From an optimization exercise on the open Yosys and OpenROAD flow, aimed at small area, a short achievable clock period and few clock cycles; shortcuts taken in it are not production practice. At most, simulation tests tie the RTL to the original design; equivalence was not proved. Only the layout flow was run in run 1; the RTL was not checked for function there. Power and IR drop assume default switching activity.

**design/flow/design.v**
```verilog
module rrf_enc #(
    parameter integer MTU       = 1024,
    parameter integer HDR_BYTES = 16
) (
    input  wire        clk,
    input  wire        rst,           
    input  wire        cmd_valid,
    input  wire [31:0] cmd_data,
    output wire        cmd_ready,
    output reg         ev_valid,
    output reg  [1:0]  ev_type,
    output reg  [31:0] ev_data,
    input  wire        ev_ready,
    input  wire [7:0]  csr_addr,
    output reg  [31:0] csr_rdata,
    output wire        idle
);
    localparam integer L = (MTU - HDR_BYTES) * 8;
    localparam [2:0] Q_NORM = 3'd0;    
    localparam [2:0] Q_ABRT = 3'd1;    
    localparam [2:0] Q_TAIL = 3'd2;    
    localparam [2:0] Q_END  = 3'd3;    
    localparam [2:0] Q_GOBA = 3'd4;    
    localparam [1:0] AS_FLUSH = 2'd0;
    localparam [1:0] AS_GOB   = 2'd1;
    localparam [1:0] AS_MB    = 2'd2;
    localparam [1:0] MB_FIT   = 2'd0;
    localparam [1:0] MB_BIG   = 2'd1;
    localparam [1:0] MB_RETRY = 2'd2;
    localparam [3:0] RK_OK0    = 4'h0;
    localparam [3:0] RK_OKBC   = 4'h1;
    localparam [3:0] RK_SENT   = 4'h9;
    localparam [3:0] RK_MBOK   = 4'hA;
    localparam [3:0] RK_RETRY  = 4'hB;
    localparam [3:0] RK_BIG    = 4'hC;
    localparam [3:0] RK_GOBOK  = 4'hD;
    localparam [3:0] RK_SPLIT  = 4'hE;
    localparam [3:0] RK_FAULT  = 4'hF;
    reg [2:0]  sq;
    reg [31:0] cp;
    reg        fault;
    reg [1:0]  fcode;        
    reg [31:0] fault_cmd;
    reg [31:0] fault_cp;
    reg [31:0] acc;
    reg [12:0] room;         
    reg        gob_valid;
    reg [3:0]  gob_gn;
    reg [4:0]  gob_gq;
    reg [31:0] enc_pkt_cnt;
    reg [9:0]  last_bytes;
    reg [2:0]  last_ebit;
    reg        last_m;
    reg        pend;         
    reg        res_pend;
    wire [12:0] bitcount = L - room;
    wire [9:0]  nb_now   = (L / 8) - room[12:3];
    wire [2:0]  ebit_now = room[2:0];
    wire        streamed = (room < L - 32);    
    wire out_free = !ev_valid || ev_ready;
    wire q_norm   = (sq == Q_NORM);
    assign cmd_ready = q_norm && out_free;
    assign idle      = q_norm && !ev_valid && !res_pend;
    wire acc_w = cmd_valid && cmd_ready;
    wire [31:0] d   = cmd_data;
    wire [7:0]  opc = d[31:24];
    wire op_nop   = (opc == 8'h00);
    wire op_srst  = (opc == 8'h01);
    wire op_put   = (opc == 8'h10);
    wire op_flush = (opc == 8'h11);
    wire op_begin = (opc == 8'h12);
    wire op_gob   = (opc == 8'h13);
    wire op_mb    = (opc == 8'h14);
    wire opc_known = op_nop | op_srst | op_put | op_flush | op_begin | op_gob | op_mb;
    wire rsv_bad = op_put   ? (d[23:6]  != 18'd0) :
                   op_flush ? (d[22:0]  != 23'd0) :
                   op_gob   ? (d[23:9]  != 15'd0) :
                   op_mb    ? (d[23:16] != 8'd0)  :
                              (d[23:0]  != 24'd0);
    wire n_bad   = op_put && d[5] && (d[4:0] != 5'd0);
    wire hdr_bad = !opc_known || rsv_bad || n_bad;
    wire [1:0] hdr_fcode = !opc_known ? 2'b01 : (rsv_bad ? 2'b10 : 2'b11);
    wire [15:0] nbits   = d[15:0];
    wire        mb_fit  = ({3'd0, room} >= nbits);
    wire        mb_big  = gob_valid ? (nbits > L - 26) : (nbits > L);
    wire        mb_last  = (fault_cp[10:0] == 11'd0);
    wire [1:0]  mb_mode  = fault_cp[12:11];
    wire        pk_put   = !fault_cmd[26];
    wire [1:0]  as_kind  = fault_cmd[26:25];
    wire        send_m   = fault_cmd[23];
    wire [5:0]  put_n    = fault_cmd[5:0];
    wire [5:0]  mb_n     = mb_last ? {(fault_cmd[4:0] == 5'd0), fault_cmd[4:0]} : 6'd32;
    wire        put_ovf  = ({7'd0, put_n} > room);
    wire w_put  = acc_w && !fault && pend && pk_put;
    wire w_mbd  = acc_w && !fault && pend && !pk_put;
    wire w_hdr  = acc_w && !fault && !pend;
    wire w_srst = acc_w && (fault ? (d == 32'h01000000) : (!pend && !hdr_bad && op_srst));
    wire q_goba = (sq == Q_GOBA);
    wire q_tail = (sq == Q_TAIL);
    wire q_end  = (sq == Q_END);
    wire end_gob = (as_kind == AS_GOB) || ((as_kind == AS_MB) && gob_valid);
    wire gob_ld  = q_goba || (q_end && end_gob);
    wire ap_left = !gob_ld && !q_tail && !(pend && pk_put);    
    wire [5:0] ap_n = gob_ld ? 6'd26 : q_tail ? 6'd0 : (pend && pk_put) ? put_n : mb_n;
    wire [31:0] gob_word = {6'd0, 16'h0001, gob_gn, gob_gq, 1'b0};
    wire mb_drop = pend && !pk_put && (mb_mode == MB_RETRY);
    wire [31:0] din = gob_ld ? gob_word : ((q_tail || mb_drop) ? 32'd0 : d);
    wire        empty = (room == L);
    wire [4:0]  nf    = room[4:0];           
    wire [4:0]  rot_r = ap_left ? nf : (nf - ap_n[4:0]);
    wire [63:0] din2  = {din, din} << rot_r;
    wire [31:0] rot   = din2[63:32];
    wire [31:0] keep    = empty ? 32'd0 : (32'hFFFFFFFF << nf);    
    wire [31:0] cur_new = (acc & keep) | (rot & ~keep);
    wire        spill   = !empty && (ap_n > {1'b0, nf});
    wire do_ap = (w_put && !put_ovf) || (w_mbd && (mb_mode == MB_FIT)) ||
                 (gob_ld && out_free);
    wire spill_eff = do_ap && spill;
    wire end_go    = q_end && out_free;
    reg [3:0] rk;
    always @(*) begin
        if (fault)
            rk = RK_FAULT;
        else if (!fault_cmd[28])
            rk = RK_OK0;                                   
        else case (fault_cmd[26:24])
            3'd0: rk = RK_OKBC;                            
            3'd1: rk = RK_SENT;                            
            3'd3: rk = fault_cp[11] ? RK_SPLIT : RK_GOBOK;  
            3'd4: rk = (fault_cp[12:11] == MB_FIT) ? RK_MBOK :
                       (fault_cp[12:11] == MB_BIG) ? RK_BIG : RK_RETRY;
            default: rk = RK_OK0;                          
        endcase
    end
    wire [2:0]  fcode8 = {(fcode == 2'b00), (fcode == 2'b00) ? 2'b01 : fcode};
    reg  [23:0] res_val;
    always @(*) begin
        case (rk)
            RK_OKBC, RK_MBOK, RK_GOBOK: res_val = {11'd0, bitcount};
            RK_SENT, RK_RETRY, RK_SPLIT: res_val = {14'd0, last_bytes};
            RK_BIG:   res_val = {8'd0, fault_cmd[15:0]};
            RK_FAULT: res_val = {21'd0, fcode8};
            default:  res_val = 24'd0;
        endcase
    end
    wire [7:0] res_code = (rk == RK_FAULT) ? 8'hFF : (rk == RK_OKBC) ? 8'h00 : {4'd0, rk};
    always @(posedge clk) begin
        if (rst) begin
            sq         <= Q_NORM;
            cp         <= 32'd0;
            fault      <= 1'b0;
            room         <= L;
            gob_valid  <= 1'b0;
            gob_gn     <= 4'd0;
            gob_gq     <= 5'd0;
            enc_pkt_cnt<= 32'd0;
            last_bytes <= 10'd0;
            last_ebit  <= 3'd0;
            last_m     <= 1'b0;
            pend       <= 1'b0;
            res_pend   <= 1'b0;
            ev_valid   <= 1'b0;
        end else begin
            if (ev_valid && ev_ready)
                ev_valid <= 1'b0;
            if (res_pend && out_free) begin
                res_pend <= 1'b0;
                ev_valid <= 1'b1;
                ev_type  <= 2'd0;
                ev_data  <= {res_code, res_val};
            end
            acc  <= spill_eff ? rot : cur_new;
            room <= do_ap ? (room - {7'd0, ap_n}) : room;
            if (spill_eff) begin
                ev_valid <= 1'b1;
                ev_type  <= 2'd1;
                ev_data  <= cur_new;
            end
            cp          <= cp + {31'd0, acc_w};
            enc_pkt_cnt <= enc_pkt_cnt + {31'd0, end_go};
            if (w_hdr) begin
                fault_cmd <= d;
                if (op_mb && (d[23:16] == 8'd0))
                    fault_cp <= {cp[31:13], (mb_fit ? MB_FIT : (mb_big ? MB_BIG : MB_RETRY)),
                                 nbits[15:5] - {10'd0, (nbits[4:0] == 5'd0)}};
                else if (op_gob && (d[23:9] == 15'd0))
                    fault_cp <= {cp[31:12], (room < 26), cp[10:0]};
                else
                    fault_cp <= cp;
                if (hdr_bad) begin
                    fault    <= 1'b1;
                    fcode    <= hdr_fcode;
                    res_pend <= 1'b1;
                end else begin
                    if (op_nop) begin
                        res_pend <= 1'b1;
                    end
                    if (op_put) begin
                        pend   <= 1'b1;
                    end
                    if (op_flush) begin
                        sq      <= Q_TAIL;
                    end
                    if (op_begin) begin
                        gob_valid  <= 1'b0;
                        gob_gn     <= 4'd0;
                        gob_gq     <= 5'd0;
                        sq         <= Q_ABRT;
                    end
                    if (op_gob) begin
                        gob_gn    <= d[3:0];
                        gob_gq    <= d[8:4];
                        gob_valid <= 1'b1;
                        if (room < 26) begin
                            sq      <= Q_TAIL;
                        end else begin
                            sq <= Q_GOBA;
                        end
                    end
                    if (op_mb) begin
                        if (nbits == 16'd0) begin
                            res_pend <= 1'b1;
                        end else begin
                            pend   <= 1'b1;
                        end
                    end
                end
            end
            if (w_put) begin
                pend     <= 1'b0;
                res_pend <= 1'b1;
                if (put_ovf) begin
                    fault <= 1'b1;
                    fcode <= 2'b00;
                end else begin
                end
            end
            if (w_mbd) begin
                fault_cp[10:0] <= fault_cp[10:0] - 11'd1;
                if (mb_last) begin
                    pend <= 1'b0;
                    case (mb_mode)
                    MB_FIT: begin
                        res_pend <= 1'b1;
                    end
                    MB_BIG: begin
                        res_pend <= 1'b1;
                    end
                    default: begin
                        if (!empty) begin
                            ev_valid <= 1'b1;
                            ev_type  <= 2'd1;
                            ev_data  <= cur_new;
                        end
                        last_bytes <= nb_now;
                        last_ebit  <= ebit_now;
                        last_m     <= 1'b0;
                        room       <= L;
                        sq         <= Q_END;
                    end
                    endcase
                end
            end
            if (w_srst) begin
                fault_cmd   <= d;
                cp          <= 32'd1;
                fault       <= 1'b0;
                pend        <= 1'b0;
                gob_valid   <= 1'b0;
                gob_gn      <= 4'd0;
                gob_gq      <= 5'd0;
                enc_pkt_cnt <= 32'd0;
                last_bytes  <= 10'd0;
                last_ebit   <= 3'd0;
                last_m      <= 1'b0;
                sq          <= Q_ABRT;
            end
            case (sq)
            Q_ABRT: begin
                if (out_free) begin
                    room <= L;
                    if (streamed) begin
                        ev_valid <= 1'b1;
                        ev_type  <= 2'd3;
                        ev_data  <= 32'd0;
                    end
                    res_pend <= 1'b1;
                    sq       <= Q_NORM;
                end
            end
            Q_TAIL: begin
                if (out_free) begin
                    if (!empty) begin
                        ev_valid <= 1'b1;
                        ev_type  <= 2'd1;
                        ev_data  <= cur_new;
                    end
                    last_bytes <= nb_now;
                    last_ebit  <= ebit_now;
                    last_m     <= send_m;
                    room       <= L;
                    sq         <= Q_END;
                end
            end
            Q_END: begin
                if (out_free) begin
                    ev_valid    <= 1'b1;
                    ev_type     <= 2'd2;
                    ev_data     <= {12'd0, last_m, last_ebit, 6'd0, last_bytes};
                    if ((as_kind == AS_FLUSH) && send_m)
                        gob_valid <= 1'b0;
                    res_pend    <= 1'b1;
                    sq          <= Q_NORM;
                end
            end
            Q_GOBA: begin
                if (out_free) begin
                    res_pend <= 1'b1;
                    sq       <= Q_NORM;
                end
            end
            default: ;
            endcase
        end
    end
    wire [31:0] csr_w;
    always @(*) csr_rdata = csr_w;
    rrf_csr u_csr (
        .csr_addr(csr_addr), .pend(pend), .gob_valid(gob_valid), .fault(fault), .fcode8(fcode8),
        .fault_cmd(fault_cmd), .fault_cp(fault_cp), .cp(cp), .bitcount(bitcount),
        .gob_gq(gob_gq), .gob_gn(gob_gn), .last_m(last_m), .last_ebit(last_ebit),
        .last_bytes(last_bytes), .enc_pkt_cnt(enc_pkt_cnt), .csr_rdata(csr_w)
    );
endmodule
module rrf_csr (
    input  wire [7:0]  csr_addr,
    input  wire        pend,
    input  wire        gob_valid,
    input  wire        fault,
    input  wire [2:0]  fcode8,
    input  wire [31:0] fault_cmd,
    input  wire [31:0] fault_cp,
    input  wire [31:0] cp,
    input  wire [12:0] bitcount,
    input  wire [4:0]  gob_gq,
    input  wire [3:0]  gob_gn,
    input  wire        last_m,
    input  wire [2:0]  last_ebit,
    input  wire [9:0]  last_bytes,
    input  wire [31:0] enc_pkt_cnt,
    output reg  [31:0] csr_rdata
);
    wire hz = (csr_addr[7:4] == 4'h0);
    wire s00 = hz && (csr_addr[3:0] == 4'h0);
    wire s01 = hz && (csr_addr[3:0] == 4'h1) && fault;
    wire s02 = hz && (csr_addr[3:0] == 4'h2) && fault;
    wire s03 = hz && (csr_addr[3:0] == 4'h3);
    wire s08 = hz && (csr_addr[3:0] == 4'h8);
    wire s09 = hz && (csr_addr[3:0] == 4'h9);
    wire s0a = hz && (csr_addr[3:0] == 4'hA);
    wire s0b = hz && (csr_addr[3:0] == 4'hB);
    wire s10 = (csr_addr == 8'h10);
    wire s23 = (csr_addr == 8'h23);
    wire h3  = (csr_addr[7:4] == 4'h3);
    wire s30 = h3 && (csr_addr[3:0] == 4'h0);
    wire s31 = h3 && (csr_addr[3:0] == 4'h1);
    wire s32 = h3 && (csr_addr[3:0] == 4'h2);
    wire s33 = h3 && (csr_addr[3:0] == 4'h3);
    wire s35 = h3 && (csr_addr[3:0] == 4'h5);
    wire s38 = h3 && (csr_addr[3:0] == 4'h8);
    wire s1k = s23 || s31 || (h3 && (csr_addr[3:0] == 4'h4)) || (h3 && (csr_addr[3:0] == 4'h6));
    always @(*) begin
        csr_rdata = ({32{s00}} & {11'd0, pend, gob_valid, 3'b000, 5'd0, fcode8 & {3{fault}}, 7'd0, fault}) |
                    ({32{s01}} & fault_cmd) | ({32{s02}} & fault_cp) | ({32{s03}} & cp) |
                    ({32{s08}} & {19'd0, bitcount}) | ({32{s09}} & {23'd0, gob_gq, gob_gn}) |
                    ({32{s0a}} & {12'd0, last_m, last_ebit, 6'd0, last_bytes}) | ({32{s0b}} & enc_pkt_cnt) |
                    {32{s10}} | ({32{s1k}} & 32'd1024) | ({32{s30}} & 32'd32) | ({32{s32}} & 32'd16) |
                    ({32{s33}} & 32'd5) | ({32{s35}} & 32'd256000) | ({32{s38}} & 32'd2048);
    end
endmodule
```
**design/flow/flow/run.sh**
```bash
#!/bin/bash
set -euo pipefail
export BUFFER_PORTS_ARGS="-buffer_cell sky130_fd_sc_hd__buf_1"
export CTS_ARGS="-sink_clustering_enable -repair_clock_nets -dont_use_dummy_load -buf_list sky130_fd_sc_hd__clkbuf_8 -sink_clustering_size 12 -sink_clustering_max_diameter 60"
bash standard.sh > standard_flow.log 2>&1
```
**design/flow/standard.sh**
```bash
#!/bin/bash
# synth_recipe.tcl (not shown) runs the flow's synth.tcl, then flattens the netlist and writes it again
# the make line also repeats each setting of config.mk as NAME=value (left out here)
make -C /OpenROAD-flow-scripts/flow DESIGN_CONFIG=/design/flow/config.mk WORK_HOME=/design/flow/orfs CLKGATE_MAP_FILE= SYNTH_SCRIPT=/design/flow/synth_recipe.tcl "${@:-finish}"
```
**design/flow/config.mk**
```make
export PLATFORM = sky130hd
export DESIGN_NAME = rrf_enc
export DESIGN_NICKNAME = rrf_enc
export VERILOG_FILES = /design/flow/design.v
export SDC_FILE = /design/flow/constraint.sdc
export NUM_CORES = 4
export LEC_CHECK = 0
export CAP_MARGIN = 20
export CORE_MARGIN = 2
export CORE_UTILIZATION = 40
export SETUP_SLACK_MARGIN = 4.4
export SLEW_MARGIN = 20
export SYNTH_HIERARCHICAL = 1
```
**design/flow/constraint.sdc**
```tcl
create_clock -name core_clock -period 10.0 [get_ports {clk}]
set_input_delay 2.0000 -clock core_clock [delete_from_list [all_inputs] [get_ports {clk}]]
set_output_delay 2.0000 -clock core_clock [all_outputs]
set_load 0.01 [all_outputs]
```
==> metrics.md, run 1 <==
| Metric | Value |
|---|---|
| H-tree depth | `1` |
| Mapped Nets | `2,221` |
| Routed Antenna Nets | `0` |
| CP arrival | `3710 ps` |
| CP max FO | `5` |
| Longest Clk Path Bufs | `3` |
| Critical path class | `input port to output port` |
| CP Capture Type | `output port` |
| Global-route wire length before repair | `112 mm` |
| Final Max Slew Viols | `0` |
| Max-slew headroom | `18.4%` |
| Total grt overflow | `0` |
| Wire per inst | `27.6 um` |
| Syn Inst Count | `2,132` |
| Pin count of the biggest net entering global routing | `73` |
| DRT iter0 DRCs | `2,687` |
| Share of flip-flops with an asynchronous set or reset | `0%` |
| Vias in the first global route | `16,600` |
| Synthesis-stage register bit count | `240` |
| Fillers | `4,414` |
| CTS tree | `yes` |
| Post-synth EDFFs | `132` |
| GRT Overall Usage | `31.9%` |
| Final setup viols | `0` |
| Final min period | `5710 ps` |
| VDD IR max | `107 uV` |
| Vias per cell | `6.60` |
| Main synth FF type | `edfxtp_1` |
| Overall Power | `2040 uW` |
| Initial antenna violation count | `1` |
| R2R cell count | `17` |
| Worst Hold Class | `flop to flop` |
| Sequential fraction of the synthesis area | `33.9%` |
| GPL Wtd Cong | `0.963` |
| Post-synth cell types | `91` |
| DR vias | `18,500` |
| Synth Area in Adders | `3.16%` |
| Hold Vio Cnt, Final | `0` |
| Worst-Margin Slew | `1220 ps` |
| Initial core utilization | `40.7%` |
| Worst-path cell with the longest stage delay | `or4_4` |
| Worst skew pair latency | `650 ps` |
| Most frequent cells in the layout | `nand2_1, nor2_1, a21oi_1` |
| CP peak stage delay | `560 ps` |
| Largest family of logic cells by synthesized area | `compound AO/OA/AOI/OAI gates` |
| Post-synthesis xor/xnor area fraction | `5.13%` |
| Site row count | `77` |
| NumNets Final | `2,302` |
| Number of detailed-routing iterations run before antenna repair | `7` |
| Worst Clk Skew | `77.0 ps` |
| Worst-path clk slew | `90 ps` |
| Hold depth | `0` |
| WL final | `77.6 mm` |
| Worst-path cell chain | `buf_8 -> or4_4 -> nor4_4 -> buf_4 -> buf_6 -> buf_12 -> a21oi_1 -> o211ai_1 -> buf_2` |
| Period utilization | `57.1%` |
| Clock sink count | `240` |
| Number of synthesis warnings | `8` |
| # IOs | `113` |
| Die footprint | `0.0469 mm2` |
| Layout cell share with drive strength beyond 1 | `13.5%` |
| # port buffers | `112` |
| WP data required | `8000 ps` |
| Cell area after synthesis | `0.0181 mm2` |
| Leak Pwr | `0.00728 uW` |
| Post-Route Setup TNS | `0 ps` |
| Die height | `217 um` |
| Max Fclk | `175 MHz` |
| Root buf cell | `clkbuf_8` |
| Outcome | `no timing/DRC/antenna violations` |
| Multiplexer area fraction after synthesis | `9.16%` |
| Most common cell after layout, fill and taps aside | `nand2_1` |
| Detailed-placement wirelength estimate | `56.9 mm` |
| Max-cap violations | `0` |
| Syn_area_per_cell | `8.48 um2` |
| Inserted Clock Buffers | `30` |
| Power per cell area | `101 mW/mm2` |
| Simple-gate share of the synthesized area | `21.8%` |
| DRC viols | `0` |
| RSZ-0062 raised after global routing | `yes` |
| Die Span X | `217 um` |
| Area growth syn-to-layout | `11.7%` |
| Setup crit start kind | `input port` |
| Core Box Area | `0.0444 mm2` |
| Synth Area in Compound Gates | `22.2%` |
[synthesized netlist by cell type, drive strengths merged, types with 20 or more instances]
master | n | area (um2)
a211oi | 24 | 193
a21oi | 142 | 722
a22oi | 48 | 360
a31oi | 27 | 169
and3 | 45 | 282
buf | 67 | 345
clkbuf | 73 | 274
dfxtp | 108 | 2160
edfxtp | 132 | 3960
ha | 44 | 551
inv | 58 | 218
mux2 | 47 | 533
mux2i | 65 | 651
mux4 | 21 | 473
nand2 | 248 | 943
nand2b | 20 | 125
nand3 | 107 | 536
nand4 | 23 | 144
nor2 | 230 | 871
nor3 | 50 | 260
nor4 | 20 | 189
o211ai | 48 | 370
o21ai | 97 | 485
o31ai | 20 | 155
xnor2 | 56 | 490
xor2 | 50 | 438
[layer usage]
layer  up-vias  GRT usage [%]  share of wire, %
li1       8134              -                 -
met1      8930           43.6                39
met2      1241           49.1                44
met3       219           4.44                11
met4         0           16.6               6.3
met5         -              0                 0
[cell families after synthesis]
family | after synthesis
buffers and inverters | 198
flip-flops | 240
XOR/XNOR | 106
multiplexers | 133
AND/OR/NAND/NOR | 825
AO/OA/AOI/OAI | 585
adder cells (fa/ha/maj) | 45
[final timing paths]
| kind | slack, ps | end | from |
|---|---|---|---|
| worst max-delay path | 4290 | csr_rdata[22] | csr_addr[7] |
| worst min-delay path | 530 | fault_cp[29] | cp[29] |
| worst max register to register | 4540 | ev_data[16] | sq[0] |
| worst min register to register | 530 | fault_cp[29] | cp[29] |
[per-stage QoR]
| step | cell area (um2) | instances | setup WS (ps) | utilization (%) | hold slack, ps |
|---|---|---|---|---|---|
| 2_1_floorplan | 18100 | 2132 | 4550 | - | 438 |
| 3_3_place_gp | 19000 | 2733 | 3350 | 42.7 | 514 |
| 3_5_place_dp | 19000 | 2733 | 3320 | 42.7 | 515 |
| 4_1_cts | 19900 | 2786 | 4300 | 44.7 | 524 |
| 5_1_grt | 20200 | 2803 | 4270 | 45.5 | 534 |
| 6_report | 20200 | 2807 | 4290 | 45.5 | 531 |
[report_power, final]
group          switching (uW)  internal [uW]
clock network             369            264
registers                37.9           1080
logic                     186           98.9
total                     593           1440
[critical path, delay by kind of cell]
family                 cells  cell delay [ps]
buffers and inverters      5              670
and+or+nand+nor            2              860
AOI/OAI and AO/OA          2              170
[per-module statistics from Yosys, one instance, submodules excluded]
module | flip-flops and latches | cells inside | times used
rrf_enc | 240 | 1903 | 1
rrf_csr | 0 | 229 | 1
[state kept, by name (all words and copies together), names as in the netlist, 4 cells and up]
| register | cells |
|---|---|
| gob_gn | 4 |
| fault_cmd | 32 |
| last_bytes | 10 |
| cp | 32 |
| ev_data | 32 |
| acc | 32 |
| enc_pkt_cnt | 32 |
| gob_gq | 5 |
| fault_cp | 32 |
| room | 13 |
[area by class of cell]
class                      instances  area, um2  share of cell area (%)
antenna                            4       10.0                  0.0496
clock buffer                      30        413                    2.04
inverter                          58        218                    1.08
multi-input combinational       1698      11500                    56.8
sequential                       240       6130                    30.4
tap                              592        741                    3.67
timing repair buffer             185       1200                    5.97
[what timing repair did]
| item | CTS | global route |
|---|---|---|
| setup buffers | 17 | 14 |
| gates resized for setup | 76 | 54 |
| pin swaps | 13 | 14 |
| cloned | 6 | 2 |
| setup endpoints to repair | 82 | 91 |
| hold buffers | 0 | 0 |
==> run 2: changes to the inputs <==
--- a/design/flow/design.v
+++ b/design/flow/design.v
@@ -84,5 +84,5 @@
     wire        mb_fit  = ({3'd0, room} >= nbits);
     wire        mb_big  = gob_valid ? (nbits > L - 26) : (nbits > L);
-    wire        mb_last  = (fault_cp[10:0] == 11'd0);
+    wire        mb_last  = (fault_cp[10:0] == {10'd0, (fault_cmd[4:0] == 5'd0)});
     wire [1:0]  mb_mode  = fault_cp[12:11];
     wire        pk_put   = !fault_cmd[26];
@@ -183,5 +183,5 @@
                 if (op_mb && (d[23:16] == 8'd0))
                     fault_cp <= {cp[31:13], (mb_fit ? MB_FIT : (mb_big ? MB_BIG : MB_RETRY)),
-                                 nbits[15:5] - {10'd0, (nbits[4:0] == 5'd0)}};
+                                 nbits[15:5]};
                 else if (op_gob && (d[23:9] == 15'd0))
                     fault_cp <= {cp[31:12], (room < 26), cp[10:0]};
==> metrics.md, run 2 <==
| Metric | Value |
|---|---|
| Outcome | `no timing/DRC/antenna violations (unchanged)` |
| Final instance area | `0.0203 mm2 (was 0.0202 mm2)` |
| Layout cell share with drive strength beyond 1 | `14.5% (was 13.5%)` |
| Worst path bufs/invs | `4 (was 5)` |
| Hold Vio Cnt, Final | `0 (unchanged)` |
| Initial antenna violation count | `5 (was 1)` |
| Inserted Clock Buffers | `29 (was 30)` |
| Number of detailed-routing iterations run before antenna repair | `8 (was 7)` |
| Worst Hold Class | `flop to flop (unchanged)` |
| R2R cell count | `19 (was 17)` |
| Synthesis-stage register bit count | `240 (unchanged)` |
| Final setup viols | `0 (unchanged)` |
| CP arrival | `3630 ps (was 3710 ps)` |
| Main synth FF type | `edfxtp_1 (unchanged)` |
| Detailed-placement wirelength estimate | `57.1 mm (was 56.9 mm)` |
| Top-count cell post-synth | `nand2_1 (unchanged)` |
| Worst-path clk slew | `90 ps (about the same)` |
| Worst Slack Setup Final | `4370 ps (was 4290 ps)` |
| Syn_area_per_cell | `8.38 um2 (was 8.48 um2)` |
| Largest area contributor in the netlist | `edfxtp_1 (unchanged)` |
| WL final | `78.0 mm (was 77.6 mm)` |
| Worst-path cell chain | `buf_8 -> or4_4 -> buf_4 -> nor3_4 -> buf_12 -> a22oi_1 -> o211ai_1 -> buf_2 (was buf_8 -> or4_4 -> nor4_4 -> buf_4 -> buf_6 -> buf_12 -> a21oi_1 -> o211ai_1 -> buf_2)` |
| Vias per cell | `6.60 (about the same)` |
| Worst Hold Launch | `cp[31] (was cp[29])` |
| CP max FO | `8 (was 5)` |
| Power per cell area | `99.6 mW/mm2 (was 101 mW/mm2)` |
| Initial core utilization | `40.7% (about the same)` |
| Worst-path cell with the longest stage delay | `or4_4 (unchanged)` |
| Pin count of the biggest net entering global routing | `75 (was 73)` |
| DRC viols | `0 (unchanged)` |
| Register-to-Register Setup Slack | `4530 ps (was 4540 ps)` |
| WP data required | `8000 ps (about the same)` |
| # port buffers | `112 (unchanged)` |
| Max-cap violations | `0 (unchanged)` |
| Sequential fraction of the synthesis area | `33.8% (was 33.9%)` |
| Setup crit start kind | `input port (unchanged)` |
| Post-Place Setup Slack | `3350 ps (was 3320 ps)` |
| Share of flip-flops with an asynchronous set or reset | `0% (unchanged)` |
| CP Capture Type | `output port (unchanged)` |
| NumNets Final | `2,341 (was 2,302)` |
| Period utilization | `56.3% (was 57.1%)` |
| Worst-Margin Slew | `1100 ps (was 1220 ps)` |
| Critical path class | `input port to output port (unchanged)` |
| Largest cells by area after synthesis | `edfxtp_1, dfxtp_1, nand2_1 (unchanged)` |
| Clock sink count | `240 (unchanged)` |
| Share of the synthesized area in the top cell type | `21.9% (about the same)` |
| Cell area after synthesis | `0.0181 mm2 (about the same)` |
| Most common cell after layout, fill and taps aside | `nand2_1 (unchanged)` |
| Site row count | `77 (unchanged)` |
| Fillers | `4,439 (was 4,414)` |
| Hold_buf cts | `0 (unchanged)` |
| Root buf cell | `clkbuf_8 (unchanged)` |
| Wire per inst | `27.4 um (was 27.6 um)` |
| Total grt overflow | `0 (unchanged)` |
| RSZ-0062 raised after global routing | `yes (unchanged)` |
| Mapped Nets | `2,250 (was 2,221)` |
| H-tree depth | `1 (unchanged)` |
| Die height | `217 um (about the same)` |
| Worst Clk Skew | `126 ps (was 77.0 ps)` |
| Most frequent cells in the layout | `nand2_1, nor2_1, edfxtp_1 (was nand2_1, nor2_1, a21oi_1)` |
| Die Span X | `217 um (about the same)` |
| Final Max Slew Viols | `0 (unchanged)` |
| Max-slew headroom | `26.8% (was 18.4%)` |
| CP peak stage delay | `590 ps (was 560 ps)` |
| GPL Wtd Cong | `0.985 (was 0.963)` |
| Max Fclk | `178 MHz (was 175 MHz)` |
| Syn Inst Count | `2,163 (was 2,132)` |
| Longest Clk Path Bufs | `3 (unchanged)` |
| Post-Route Setup TNS | `0 ps (unchanged)` |
| Hold path endpoint | `fault_cp[31] (was fault_cp[29])` |
| Reg2Reg Capture Point | `ev_data[9] (was ev_data[16])` |
| Area growth syn-to-layout | `12.1% (was 11.7%)` |
| Synth top cells by count | `nand2_1, nor2_1, a21oi_1 (unchanged)` |
| Number of synthesis warnings | `8 (unchanged)` |
| VDD IR max | `99.8 uV (was 107 uV)` |
| Post-synth cell types | `118 (was 91)` |
| GRT Overall Usage | `32.0% (was 31.9%)` |
| CP top delay family | `simple AND/OR/NAND/NOR gates (unchanged)` |
| Routed Antenna Nets | `0 (unchanged)` |
| Overall Power | `2020 uW (was 2040 uW)` |
| Hold depth | `0 (unchanged)` |
| DP Area | `0.0190 mm2 (about the same)` |
| Leak Pwr | `0.00732 uW (was 0.00728 uW)` |
| # IOs | `113 (unchanged)` |
| FF/Latch Area | `0.00613 mm2 (about the same)` |
| Global-route wire length before repair | `113 mm (was 112 mm)` |
| DRT iter0 DRCs | `2,646 (was 2,687)` |
| CTS tree | `yes (unchanged)` |
| Core Box Area | `0.0445 mm2 (was 0.0444 mm2)` |
| Post-synth EDFFs | `132 (unchanged)` |
| Final min period | `5630 ps (was 5710 ps)` |
| Vias in the first global route | `17,000 (was 16,600)` |
| Multi-input gate area | `0.0116 mm2 (was 0.0115 mm2)` |
| Worst skew pair latency | `670 ps (was 650 ps)` |
| Die footprint | `0.0470 mm2 (was 0.0469 mm2)` |
| DR vias | `18,800 (was 18,500)` |
| Reg-to-reg critical path startpoint | `fault_cmd[3] (was sq[0])` |
-- run 2: changes by cell type in the layout (fill, tap and decap cells not counted), sizes merged, moves of 11 or more --
cell,change
buf,+15
o21ai,+11
inv,-15
mux4,-11
o31ai,-11
xnor2,-17
nor2,+18
a21boi,+14
xor2,+11
nor3,+13
nand3,+12
-- run 2: layout make-up --
class                   instances  share of cell area, %
well taps                     592                   3.65
flip-flops and latches        240                   30.2
clock buffers                  29                   1.96
repair buffers                198                   6.28
diodes                          2                 0.0246
multi-input cells            1741                   57.1
inverters                      44                  0.819
-- run 2: logic make-up (layout without fill, tap and decap cells) --
group	after synthesis	after routing	synth area share, %
multiplexers	103	103	6.63
XOR/XNOR	100	100	4.87
other	0	2	0
buffers and inverters	186	271	4.48
AND/OR/NAND/NOR	882	884	23.4
adder cells (fa/ha/maj)	43	43	3.01
AO/OA/AOI/OAI	609	611	23.8
flip-flops	240	240	33.8
-- run 2: stage by stage --
step	hold WS (ps)	utilization [%]	instances
floorplan	451	-	2163
global placement	506	42.6	2765
detailed placement	499	42.7	2765
CTS	510	44.2	2804
global route	527	45.6	2845
finish	512	45.6	2846
-- run 2: worst max path at each step --
stage | cells past startpoint | slack, ps | from | endpoint
global route | 8 | 4320 | csr_addr[7] | csr_rdata[21]
finish | 8 | 4370 | csr_addr[7] | csr_rdata[11]
floorplan | 6 | 4550 | csr_addr[7] | csr_rdata[23]
CTS | 18 | 4350 | fault_cmd[3] | acc[22]
global placement | 5 | 3400 | csr_addr[5] | csr_rdata[21]
detailed placement | 5 | 3350 | csr_addr[5] | csr_rdata[11]
-- run 2: what timing repair did --
item / in CTS / in global routing
pin swaps: 8 / 17
gates cloned: 2 / 6
gates resized for setup: 44 / 115
setup endpoints to repair: 89 / 94
buffers inserted: 8 / 34
-- run 2: layer usage --
layer  GRT usage (%)  vias up  routed length (um)
li1                -     8263                   -
met1            44.9     9118               32000
met2            48.8     1204               33800
met3            5.88      186                8820
met4            12.0        4                3370
met5               0        -                  32
-- run 2: power breakdown --
part / switching, uW / total (uW) / leakage [uW] / internal, uW
combinational: 188 / 286 / 0.00498 / 98.7
sequential: 36.8 / 1120 / 0.00214 / 1080
clock: 366 / 620 / 0.000209 / 255
total: 590 / 2020 / 0.00732 / 1430
-- run 2: Yosys stat by module (local to each module, per instance) --
| module | times used | flip-flops and latches | cells inside |
|---|---|---|---|
| rrf_enc | 1 | 240 | 1934 |
| rrf_csr | 1 | 0 | 229 |
Testbench counts of run 2, summed over its fixed seeds: cycles 89,860.

-- afterwards: timing with drivers on the ports --
How much do the figures lean on ideal ports? The routed layouts below were timed once more, with nothing changed but the port constraints.
Step 1 sets driving cells, clkbuf_16 on the clock port and buf_2 on the other inputs (assumed; they add their load-dependent delay and slew).
Step 2 times the ports against the registers' clock, not the clock port: input delays grow and output delays shrink by t, the midpoint of the rising clock arrivals with the driver on.
Three values: ideal, step 1, step 2; two values: the first two.
run | t (ns) | setup slack, ns | slew at the worst register clock pin (ns)
run 1 | 0.667 | 4.294 / 4.250 / 3.889 | 0.09 / 0.09
run 2 | 0.664 | 4.369 / 4.329 / 3.970 | 0.09 / 0.09
After both steps setup and hold are still met in every run listed. The setup slack of run 1, which loses most, moves by -0.044 ns with the drivers and by -0.405 ns with both steps.
